Source: an optimization exercise on an open RTL-to-GDS flow (aim: small area, a short achievable clock period and few clock cycles per item). Production flows keep margins and buffers that such runs may drop. Function was checked by simulation only, so behaviour that the tests miss may differ from the original. Power figures rest on the tool's default switching activity, not on a simulated workload.

== run B ==
// rc_rx
module rc_rx (
    input  wire        clk,
    input  wire        rst,
    input  wire        ev_valid,
    output wire        ev_ready,
    input  wire [15:0] ev_dt,
    input  wire        ev_edge,
    input  wire [7:0]  cfg_tol,      
    input  wire        cfg_in_en,    
    input  wire        clr_valid,    
    output reg         res_valid,
    output reg  [31:0] res_value,
    output reg  [7:0]  res_len,
    output reg  [31:0] res_unit,
    output reg  [2:0]  res_proto
);
For scale: about 110 I/O pins, ~0.069 mm^2 of cells after synthesis.
Settings: LEC_CHECK=0, CAP_MARGIN=20, CORE_MARGIN=2, CORE_UTILIZATION=60, CTS_CLUSTER_DIAMETER=60, CTS_CLUSTER_SIZE=30, SLEW_MARGIN=20; clock period 20.0 ns.
standard.sh (not shown) runs the stock make flow with config.mk's settings and CLKGATE_MAP_FILE= SYNTH_SCRIPT=/design/flow/synth_recipe.tcl, a recipe that flattens the netlist after the stock synthesis.
==> flow/flow/run.sh <==
#!/bin/bash
# The standard layout, with one change: the buffers that ORFS puts on
# every input and output port are buf_4 cells instead of the slow delay
# buffer buffer_ports picks by default. Everything else is standard.sh.
set -euo pipefail
export BUFFER_PORTS_ARGS="-buffer_cell sky130_fd_sc_hd__buf_4"
bash standard.sh > standard.log 2>&1
Testbench counts of run B, summed over its fixed seeds: cycles 22,687, events 22,061.
Input changes introduced in run E (baseline for comparison: run B):
--- a/flow/design.v
+++ b/flow/design.v
@@ -292,24 +292,23 @@
         input [14:0] lo;
         input [13:0] hi;
         begin
             in_rng = (lo[14] | (~lo[13] & (x >= lo[12:0]))) & (hi[13] | (x <= hi[12:0]));
         end
     endfunction
     wire x_zero  = in_rng(x_r, zh_lo, zh_hi);
     wire x_one   = in_rng(x_r, oh_lo, oh_hi);
     wire is_zero = x_zero & in_rng(y_r, zl_lo, zl_hi);
     wire is_one  = x_one & in_rng(y_r, ol_lo, ol_hi);
     wire x_fail  = (sp == 3'd3) & (bk >= 3'd3) & fv & ~(x_zero | x_one);
-    wire sc_byp   = wr_slot & (need == cnt + 7'd1);
-    wire sc_fetch = ~rs & (((sc_st == SC_BND) & ~fv) | (sc_st == SC_SCAN)) & (sc_avail | sc_byp);
+    wire sc_fetch = ~rs & (((sc_st == SC_BND) & ~fv) | (sc_st == SC_SCAN)) & sc_avail;
     wire sc_check = ~rs & (sc_st == SC_SCAN) & fv;
     wire sc_take  = ~rs & take;
     wire sc_bnd   = ~rs & (sc_st == SC_BND);
     always @(posedge clk) begin
         rst_q <= rst;
         if (rst) begin
             rdy       <= 1'b0;
             rdy_n     <= 1'b1;
             a_v       <= 1'b0;
         end else begin
             if (accept)
@@ -536,20 +535,20 @@
                 3'd2: begin
                     oh_lo <= n_lo;  oh_hi <= n_hi;
                     if (sp != 3'd3) begin zl_lo <= n_lo; zl_hi <= n_hi; end
                 end
                 3'd3: begin zl_lo <= n_lo; zl_hi <= n_hi; end
                 3'd4: begin ol_lo <= n_lo; ol_hi <= n_hi; end
                 default: ;
             endcase
         end
         if (sc_fetch) begin
             x_r  <= inv ? rd_e : rd_o;
-            y_r  <= sc_byp ? d_eff[12:0] : inv ? rd_o : rd_e;
+            y_r  <= inv ? rd_o : rd_e;
             ia   <= ia + 6'd1;
             ib   <= ib + 6'd1;
             need <= need + 7'd2;
         end
         if (sc_check)
             scode <= {scode[30:0], ~is_zero};
     end
 endmodule
Notes after the runs:
- Diode insertion count for antenna repair: run E > run B
- Vias: run E below run B
- For final hold slack, run E and run B come out practically identical.
- Run B has a higher final cell count without fillers than run E.
- Sequential share of the synthesized area up 0.52 points in run E wrt run B
- Run B and run E ended up with nearly the same area added between synthesis and finish.
- Non-clock buffer count ended up 23 higher on run E than on run B.
Testbench counts of run E, summed over its fixed seeds: cycles 22,746, events 22,061.

* * *

rc_rx, a different RTL version from the one above (not shown whole).
Size: roughly 5500 cells after synthesis, about 1400 flip-flops, roughly 110 I/O pins.
export LEC_CHECK = 0
export CAP_MARGIN = 20
export CORE_MARGIN = 2
export CORE_UTILIZATION = 40
export SLEW_MARGIN = 20
create_clock -name core_clock -period 20.0 [get_ports {clk}]
Scripts as last shown in full above: flow/flow/run.sh
Testbench counts at the start, summed over its fixed seeds: cycles 22,743, events 22,061.
Edit:
--- a/flow/design.v
+++ b/flow/design.v
@@ -89,23 +89,23 @@
     wire in_big = ev_dt > 16'd4300;
     wire in_e   = ev_edge & cfg_in_en;
     wire slow   = in_e & (~last_e | (rep & (cnt >= 7'd7) & in_big));
     reg  [1:0]  dv_st;
     reg  [2:0]  dp;
     reg  [8:0]  ds1, ds2, ds3;      
     reg         dv_fresh;           
     reg  [2:0]  dv_j;
     reg  [3:0]  nib;
     reg  [6:0]  dv_r;
     reg  [29:0] dv_u;
-    reg  [3:0]  dq;                 
+    reg  [9:0]  tm_lo, tm_hi;       
     reg         dq_v;
     reg  [6:0]  tra;                
     reg  [4:0]  trb;
     reg  [20:0] tq;                 
     reg  [1:0]  tqb;
     reg  [1:0]  sc_st;
     reg  [2:0]  bk;
     reg  [3:0]  kk;
     reg  [22:0] kv;                 
     reg  [2:0]  sp;
     reg  [5:0]  ia, ib;             
@@ -132,41 +132,43 @@
     wire        act_ok   = ~a_f | (a_ph == 2'd2);
     wire        e_gap    = a_f ? f_gap : a_big;
     wire        e_match  = a_f ? f_match : m_fast;
     wire        dec_big  = edge_v & act_ok & e_gap & e_match & rep & (cnt > 7'd7);
     wire        stall    = s_fold | s_test | (dec_big & ~(t_ok & sc_done));
     wire        consume  = a_v & ~stall;
     wire        publish  = dec_big & ~stall & (sc_st == SC_SCAN);
     wire        act_edge = edge_v & ~stall;
     wire        new_frame = act_edge & (e_gap | (cnt >= 7'd67) | (cnt == 7'd0));
     wire        wr_slot  = edge_v & act_ok & ~e_gap & (cnt < 7'd67) & (cnt != 7'd0);
     wire        t_new    = edge_v & (a_tol != t_cur);
+    wire        rs_set   = new_frame | t_new;
+    wire [31:0] g_new    = new_frame ? d_eff : g;
     wire       take     = (sc_st == SC_WAIT) & (dv_st == DV_DONE) & ~rs;
     wire       dv_first = (dv_st == DV_DONE);
     wire       dv_step  = (dv_st == DV_RUN) | (take & (dp != 3'd6));
     wire [7:0] p_sync, p_zh, p_zl, p_oh, p_ol;
     wire       p_inv;
     rc_proto_table u_tab_scan (
         .proto      (sp),
         .sync_count (p_sync),
         .zero_high  (p_zh),
         .zero_low   (p_zl),
         .one_high   (p_oh),
         .one_low    (p_ol),
         .inverted   (p_inv)
     );
     reg [2:0] g_top;
     always @(*) begin
         g_top = 3'd0;
         for (i = 1; i < 8; i = i + 1)
-            if (g[4*i +: 4] != 4'd0) g_top = i[2:0];
+            if (g_new[4*i +: 4] != 4'd0) g_top = i[2:0];
     end
     wire [3:0] dq_new;
     wire [6:0] dr_new;
     rc_div40 u_step (
         .r     (dv_fresh ? 7'd0 : dv_r),
         .nib   (nib),
         .s1    (ds1),
         .s2    (ds2),
         .s3    (ds3),
         .q     (dq_new),
         .r_out (dr_new)
@@ -189,24 +191,22 @@
         begin
             case (p)
                 3'd1:    smul = {9'd93,  9'd62,  9'd31};
                 3'd2:    smul = {9'd30,  9'd20,  9'd10};
                 3'd3:    smul = {9'd213, 9'd142, 9'd71};
                 3'd4:    smul = {9'd18,  9'd12,  9'd6};
                 3'd5:    smul = {9'd42,  9'd28,  9'd14};
                 default: smul = {9'd69,  9'd46,  9'd23};
             endcase
         end
     endfunction
-    wire [9:0]  tm_lo = tmul2(dq[1:0], t_cur, t_x3);
-    wire [9:0]  tm_hi = tmul2(dq[3:2], t_cur, t_x3);
     wire [12:0] tn = {2'b00, tra, 4'b0000} + {4'b0000, trb, 4'b0000} +
                      {3'b000, tm_lo} + {1'b0, tm_hi, 2'b00};
     reg  [5:0]  tq2;
     reg  [6:0]  trr;
     always @(*) begin
         case (tn[12:5])
             8'd0: begin tq2 = 6'd0; trr = 7'd0; end
             8'd1: begin tq2 = 6'd0; trr = 7'd32; end
             8'd2: begin tq2 = 6'd0; trr = 7'd64; end
             8'd3: begin tq2 = 6'd0; trr = 7'd96; end
             8'd4: begin tq2 = 6'd1; trr = 7'd28; end
@@ -479,23 +479,23 @@
                 res_value <= scode;
                 res_len   <= {2'b00, cnt[6:1] - ((cnt[0]) ? 6'd0 : 6'd1)};
                 res_unit  <= {2'b00, u_cur};
                 res_proto <= sp;
             end else if (clr_valid) begin
                 res_valid <= 1'b0;
                 res_value <= 32'd0;
                 res_len   <= 8'd0;
                 res_unit  <= 32'd0;
                 res_proto <= 3'd0;
             end
-            if (rs) begin
+            if (rs_set) begin
                 dv_st <= DV_RUN;
                 dp    <= 3'd1;
             end else begin
                 case (dv_st)
                     DV_RUN:  if (dv_j == 3'd0) dv_st <= DV_TAIL;
                     DV_TAIL: dv_st <= DV_DONE;
                     DV_DONE: begin
                         if (take) begin
                             if (dp == 3'd6) begin
                                 dv_st <= DV_IDLE;
                             end else begin
@@ -551,28 +551,29 @@
             f_gap   <= eacc > 32'd4300;
             f_match <= m_fold;
         end
         if (wr_slot) begin
             if (cnt[0])
                 tbo[cnt[6:1]] <= d_eff[12:0];
             else
                 tbe[cnt[6:1] - 6'd1] <= d_eff[12:0];
         end
         if (dv_step | (dv_st == DV_TAIL))
             dv_r <= dr_new;
-        dq    <= dq_new;
-        if (rs) begin
+        tm_lo <= tmul2(dq_new[1:0], t_cur, t_x3);
+        tm_hi <= tmul2(dq_new[3:2], t_cur, t_x3);
+        if (rs_set) begin
             {ds3, ds2, ds1} <= smul(3'd1);
             dv_fresh <= 1'b1;
             dv_j  <= g_top;
-            nib   <= g[{g_top, 2'b00} +: 4];
+            nib   <= g_new[{g_top, 2'b00} +: 4];
             dv_u  <= 30'd0;
             dq_v  <= 1'b0;
             tra   <= 7'd0;
             trb   <= 5'd0;
             tq    <= 21'd0;
             tqb   <= 2'd0;
         end else begin
             if (dq_v) begin
                 tra <= trr;
                 trb <= tn[4:0];
                 tq  <= {tq[16:0] + {11'd0, tqb, 4'b0000}, tq2[3:0]};
What happened: Critical path depth decreases by 1; synthesized area came out higher slightly; worst hold slack gets better by 0.018 ns; synthesized cell count came out higher slightly; die area goes up slightly; routed wire length grows slightly; design area increases slightly.
Testbench counts after the change, summed over its fixed seeds: cycles 22,662, events 22,061.

* * *

rc_rx, a different RTL version from the one above (not shown whole).
Size: about 4900 cells after synthesis, roughly 1500 flip-flops, roughly 0.068 sq mm of cells after synthesis.
==> flow/design.v (excerpt) <==
module rc_rx (
    input  wire        clk,
    input  wire        rst,
    input  wire        ev_valid,
    output wire        ev_ready,
    input  wire [15:0] ev_dt,
    input  wire        ev_edge,
    input  wire [7:0]  cfg_tol,      
    input  wire        cfg_in_en,    
    input  wire        clr_valid,    
    output reg         res_valid,
    output reg  [31:0] res_value,
    output reg  [7:0]  res_len,
    output reg  [31:0] res_unit,
    output reg  [2:0]  res_proto
);
==> flow/config.mk <==
export PLATFORM = sky130hd
export DESIGN_NAME = rc_rx
export DESIGN_NICKNAME = rc_rx
export VERILOG_FILES = /design/flow/design.v
export SDC_FILE = /design/flow/constraint.sdc
export NUM_CORES = 4
export LEC_CHECK = 0
export CAP_MARGIN = 20
export CORE_MARGIN = 2
export CORE_UTILIZATION = 60
export CTS_CLUSTER_DIAMETER = 60
export CTS_CLUSTER_SIZE = 30
export SLEW_MARGIN = 20
==> flow/constraint.sdc <==
create_clock -name core_clock -period 20.0 [get_ports {clk}]
set_input_delay 4.0000 -clock core_clock [delete_from_list [all_inputs] [get_ports {clk}]]
set_output_delay 4.0000 -clock core_clock [all_outputs]
set_load 0.01 [all_outputs]
Scripts as last shown in full above: flow/flow/run.sh
Testbench counts at the start, summed over its fixed seeds: cycles 22,687, events 22,061.
Then changed:
--- a/flow/design.v
+++ b/flow/design.v
@@ -309,21 +309,20 @@
         begin
             in_rng = (lo[14] | (~lo[13] & ge13(x, lo[12:0]))) & (hi[13] | ge13(hi[12:0], x));
         end
     endfunction
     wire x_zero  = in_rng(x_r, zh_lo, zh_hi);
     wire x_one   = in_rng(x_r, oh_lo, oh_hi);
     wire is_zero = x_zero & in_rng(y_r, zl_lo, zl_hi);
     wire is_one  = x_one & in_rng(y_r, ol_lo, ol_hi);
     wire x_fail  = (sp == 3'd3) & (bk >= 3'd3) & fv & ~(x_zero | x_one);
-    wire sc_byp   = wr_slot & (cnt == need - 7'd1);
-    wire sc_load  = ~rs & (((sc_st == SC_BND) & ~fv) | (sc_st == SC_SCAN));
-    wire sc_fetch = sc_load & (sc_avail | sc_byp);
+    wire sc_byp   = wr_slot & (need == cnt + 7'd1);
+    wire sc_fetch = ~rs & (((sc_st == SC_BND) & ~fv) | (sc_st == SC_SCAN)) & (sc_avail | sc_byp);
     wire sc_check = ~rs & (sc_st == SC_SCAN) & fv;
     wire sc_take  = ~rs & take;
     wire sc_bnd   = ~rs & (sc_st == SC_BND);
     always @(posedge clk) begin
         rst_q <= rst;
         if (rst) begin
             rdy       <= 1'b0;
             rdy_n     <= 1'b1;
             a_v       <= 1'b0;
@@ -552,22 +551,20 @@
                 3'd2: begin
                     oh_lo <= n_lo;  oh_hi <= n_hi;
                     if (sp != 3'd3) begin zl_lo <= n_lo; zl_hi <= n_hi; end
                 end
                 3'd3: begin zl_lo <= n_lo; zl_hi <= n_hi; end
                 3'd4: begin ol_lo <= n_lo; ol_hi <= n_hi; end
                 default: ;
             endcase
         end
-        if (sc_load) begin
+        if (sc_fetch) begin
             x_r  <= inv ? rd_e : rd_o;
             y_r  <= sc_byp ? d_eff[12:0] : inv ? rd_o : rd_e;
-        end
-        if (sc_fetch) begin
             ia   <= ia + 6'd1;
             ib   <= ib + 6'd1;
             need <= need + 7'd2;
         end
         if (sc_check)
             scode <= {scode[30:0], ~is_zero};
     end
 endmodule
What happened:
- power hardly moves
- area after synthesis barely changes
- non-clock buffer count is higher by 40
- sequential power stays flat
- sequential share of layout area hardly moves
- clock skew is higher by 6.5 ps
- global-route usage is lower by 0.19 points
- synthesized cell count is lower by 1.0%
Testbench counts after the change, summed over its fixed seeds: cycles 22,687, events 22,061.

* * *

RTL: one of the versions met above, not the one the previous note started from.
For scale: roughly 5600 cells after synthesis, ~1400 flip-flops, about 110 I/O pins, roughly 71000 sq um of cells after synthesis.
Settings: LEC_CHECK=0, CAP_MARGIN=20, CORE_MARGIN=2, CORE_UTILIZATION=40, SLEW_MARGIN=20; clock period 20.0 ns.
run.sh (not shown) runs the stock make flow with config.mk's settings and CLKGATE_MAP_FILE= SYNTH_SCRIPT=/design/flow/synth_recipe.tcl, a recipe that flattens the netlist after the stock synthesis.
Stock flow here: none of the scripts above is used.
Testbench counts at the start, summed over its fixed seeds: cycles 22,662, events 22,061.
Rerun with:
--- a/flow/design.v
+++ b/flow/design.v
@@ -93,15 +93,15 @@
     reg  [2:0]  dp;
     reg  [8:0]  ds1, ds2, ds3;      
     reg         dv_fresh;           
     reg  [2:0]  dv_j;
     reg  [3:0]  nib;
     reg  [6:0]  dv_r;
     reg  [29:0] dv_u;
-    reg  [9:0]  tm_lo, tm_hi;       
+    reg  [3:0]  dq;                 
     reg         dq_v;
     reg  [6:0]  tra;                
     reg  [4:0]  trb;
     reg  [20:0] tq;                 
     reg  [1:0]  tqb;
     reg  [1:0]  sc_st;
     reg  [2:0]  bk;
@@ -136,16 +136,14 @@
     wire        stall    = s_fold | s_test | (dec_big & ~(t_ok & sc_done));
     wire        consume  = a_v & ~stall;
     wire        publish  = dec_big & ~stall & (sc_st == SC_SCAN);
     wire        act_edge = edge_v & ~stall;
     wire        new_frame = act_edge & (e_gap | (cnt >= 7'd67) | (cnt == 7'd0));
     wire        wr_slot  = edge_v & act_ok & ~e_gap & (cnt < 7'd67) & (cnt != 7'd0);
     wire        t_new    = edge_v & (a_tol != t_cur);
-    wire        rs_set   = new_frame | t_new;
-    wire [31:0] g_new    = new_frame ? d_eff : g;
     wire       take     = (sc_st == SC_WAIT) & (dv_st == DV_DONE) & ~rs;
     wire       dv_first = (dv_st == DV_DONE);
     wire       dv_step  = (dv_st == DV_RUN) | (take & (dp != 3'd6));
     wire [7:0] p_sync, p_zh, p_zl, p_oh, p_ol;
     wire       p_inv;
     rc_proto_table u_tab_scan (
         .proto      (sp),
@@ -156,15 +154,15 @@
         .one_low    (p_ol),
         .inverted   (p_inv)
     );
     reg [2:0] g_top;
     always @(*) begin
         g_top = 3'd0;
         for (i = 1; i < 8; i = i + 1)
-            if (g_new[4*i +: 4] != 4'd0) g_top = i[2:0];
+            if (g[4*i +: 4] != 4'd0) g_top = i[2:0];
     end
     wire [3:0] dq_new;
     wire [6:0] dr_new;
     rc_div40 u_step (
         .r     (dv_fresh ? 7'd0 : dv_r),
         .nib   (nib),
         .s1    (ds1),
@@ -195,14 +193,16 @@
                 3'd3:    smul = {9'd213, 9'd142, 9'd71};
                 3'd4:    smul = {9'd18,  9'd12,  9'd6};
                 3'd5:    smul = {9'd42,  9'd28,  9'd14};
                 default: smul = {9'd69,  9'd46,  9'd23};
             endcase
         end
     endfunction
+    wire [9:0]  tm_lo = tmul2(dq[1:0], t_cur, t_x3);
+    wire [9:0]  tm_hi = tmul2(dq[3:2], t_cur, t_x3);
     wire [12:0] tn = {2'b00, tra, 4'b0000} + {4'b0000, trb, 4'b0000} +
                      {3'b000, tm_lo} + {1'b0, tm_hi, 2'b00};
     reg  [5:0]  tq2;
     reg  [6:0]  trr;
     always @(*) begin
         case (tn[12:5])
             8'd0: begin tq2 = 6'd0; trr = 7'd0; end
@@ -483,15 +483,15 @@
             end else if (clr_valid) begin
                 res_valid <= 1'b0;
                 res_value <= 32'd0;
                 res_len   <= 8'd0;
                 res_unit  <= 32'd0;
                 res_proto <= 3'd0;
             end
-            if (rs_set) begin
+            if (rs) begin
                 dv_st <= DV_RUN;
                 dp    <= 3'd1;
             end else begin
                 case (dv_st)
                     DV_RUN:  if (dv_j == 3'd0) dv_st <= DV_TAIL;
                     DV_TAIL: dv_st <= DV_DONE;
                     DV_DONE: begin
@@ -555,21 +555,20 @@
             if (cnt[0])
                 tbo[cnt[6:1]] <= d_eff[12:0];
             else
                 tbe[cnt[6:1] - 6'd1] <= d_eff[12:0];
         end
         if (dv_step | (dv_st == DV_TAIL))
             dv_r <= dr_new;
-        tm_lo <= tmul2(dq_new[1:0], t_cur, t_x3);
-        tm_hi <= tmul2(dq_new[3:2], t_cur, t_x3);
-        if (rs_set) begin
+        dq    <= dq_new;
+        if (rs) begin
             {ds3, ds2, ds1} <= smul(3'd1);
             dv_fresh <= 1'b1;
             dv_j  <= g_top;
-            nib   <= g_new[{g_top, 2'b00} +: 4];
+            nib   <= g[{g_top, 2'b00} +: 4];
             dv_u  <= 30'd0;
             dq_v  <= 1'b0;
             tra   <= 7'd0;
             trb   <= 5'd0;
             tq    <= 21'd0;
             tqb   <= 2'd0;
         end else begin
Worst setup slack improves by 150 ps.
Sequential share of layout area stays flat.
Clock skew hardly moves.
Routed wire length is about the same.
Utilization hardly moves.
Register-to-register slack improves by 410 ps.
Power drops by 25%.
Cell area drops by 0.80%.
Final cell count drops by 1.1%.
Die area drops by 0.50%.
Combinational power drops by 67%.
First-iteration DRC count climbs by 7.6%.
Count of clock-buffer cells in the layout climbs by 14.
Sequential power drops by 6.2%.
Testbench counts after the change, summed over its fixed seeds: cycles 22,743, events 22,061.

==> separate check: timing with driven ports <==
The flow's constraints put no driver on any port. The routed layouts listed below were extracted and timed again, unchanged, in two steps. Step 1 assumes that a clkbuf_16 drives the clock port and a buf_2 every other input. Step 2 adds t to the input delays and takes it off the output delays; t is the mean of the earliest and latest rising clock arrival at the registers after step 1. Input paths then give back, and output paths get back, about the clock's delay inside the block. a / b / c = ideal ports / drivers / drivers and shift; a / b = the first two.
| run | shift t [ns] | slack for setup (ns) | hold slack, ns | clock arrival spread, ns |
|---|---|---|---|---|
| run B | 0.811 | 14.699 / 14.614 / 14.129 | 0.440 / 0.440 / 0.440 | 0.053 / 0.053 |
| run E | 0.798 | 14.527 / 14.449 / 13.937 | 0.442 / 0.442 / 0.442 | 0.047 / 0.047 |
| the first run of note 2 | 0.876 | 14.312 / 14.312 / 14.168 | 0.415 / 0.415 / 0.415 | 0.036 / 0.036 |
| the second run of note 2 | 0.869 | 14.003 / 14.003 / 14.003 | 0.433 / 0.433 / 0.433 | 0.028 / 0.028 |
| the first run of note 3 | 0.811 | 14.480 / 14.480 / 14.149 | 0.443 / 0.443 / 0.443 | 0.056 / 0.056 |
| the second run of note 3 | 0.805 | 14.542 / 14.469 / 13.916 | 0.437 / 0.437 / 0.437 | 0.057 / 0.056 |
| the first run of note 4 | 0.874 | 13.897 / 13.897 / 13.897 | 0.429 / 0.429 / 0.429 | 0.043 / 0.044 |
| the second run of note 4 | 0.859 | 14.050 / 13.974 / 13.916 | 0.427 / 0.427 / 0.427 | 0.043 / 0.043 |
After both steps setup and hold are still met in every run listed. The setup slack of the second run of note 3, which loses most, moves by -0.073 ns with the drivers and by -0.626 ns with both steps.
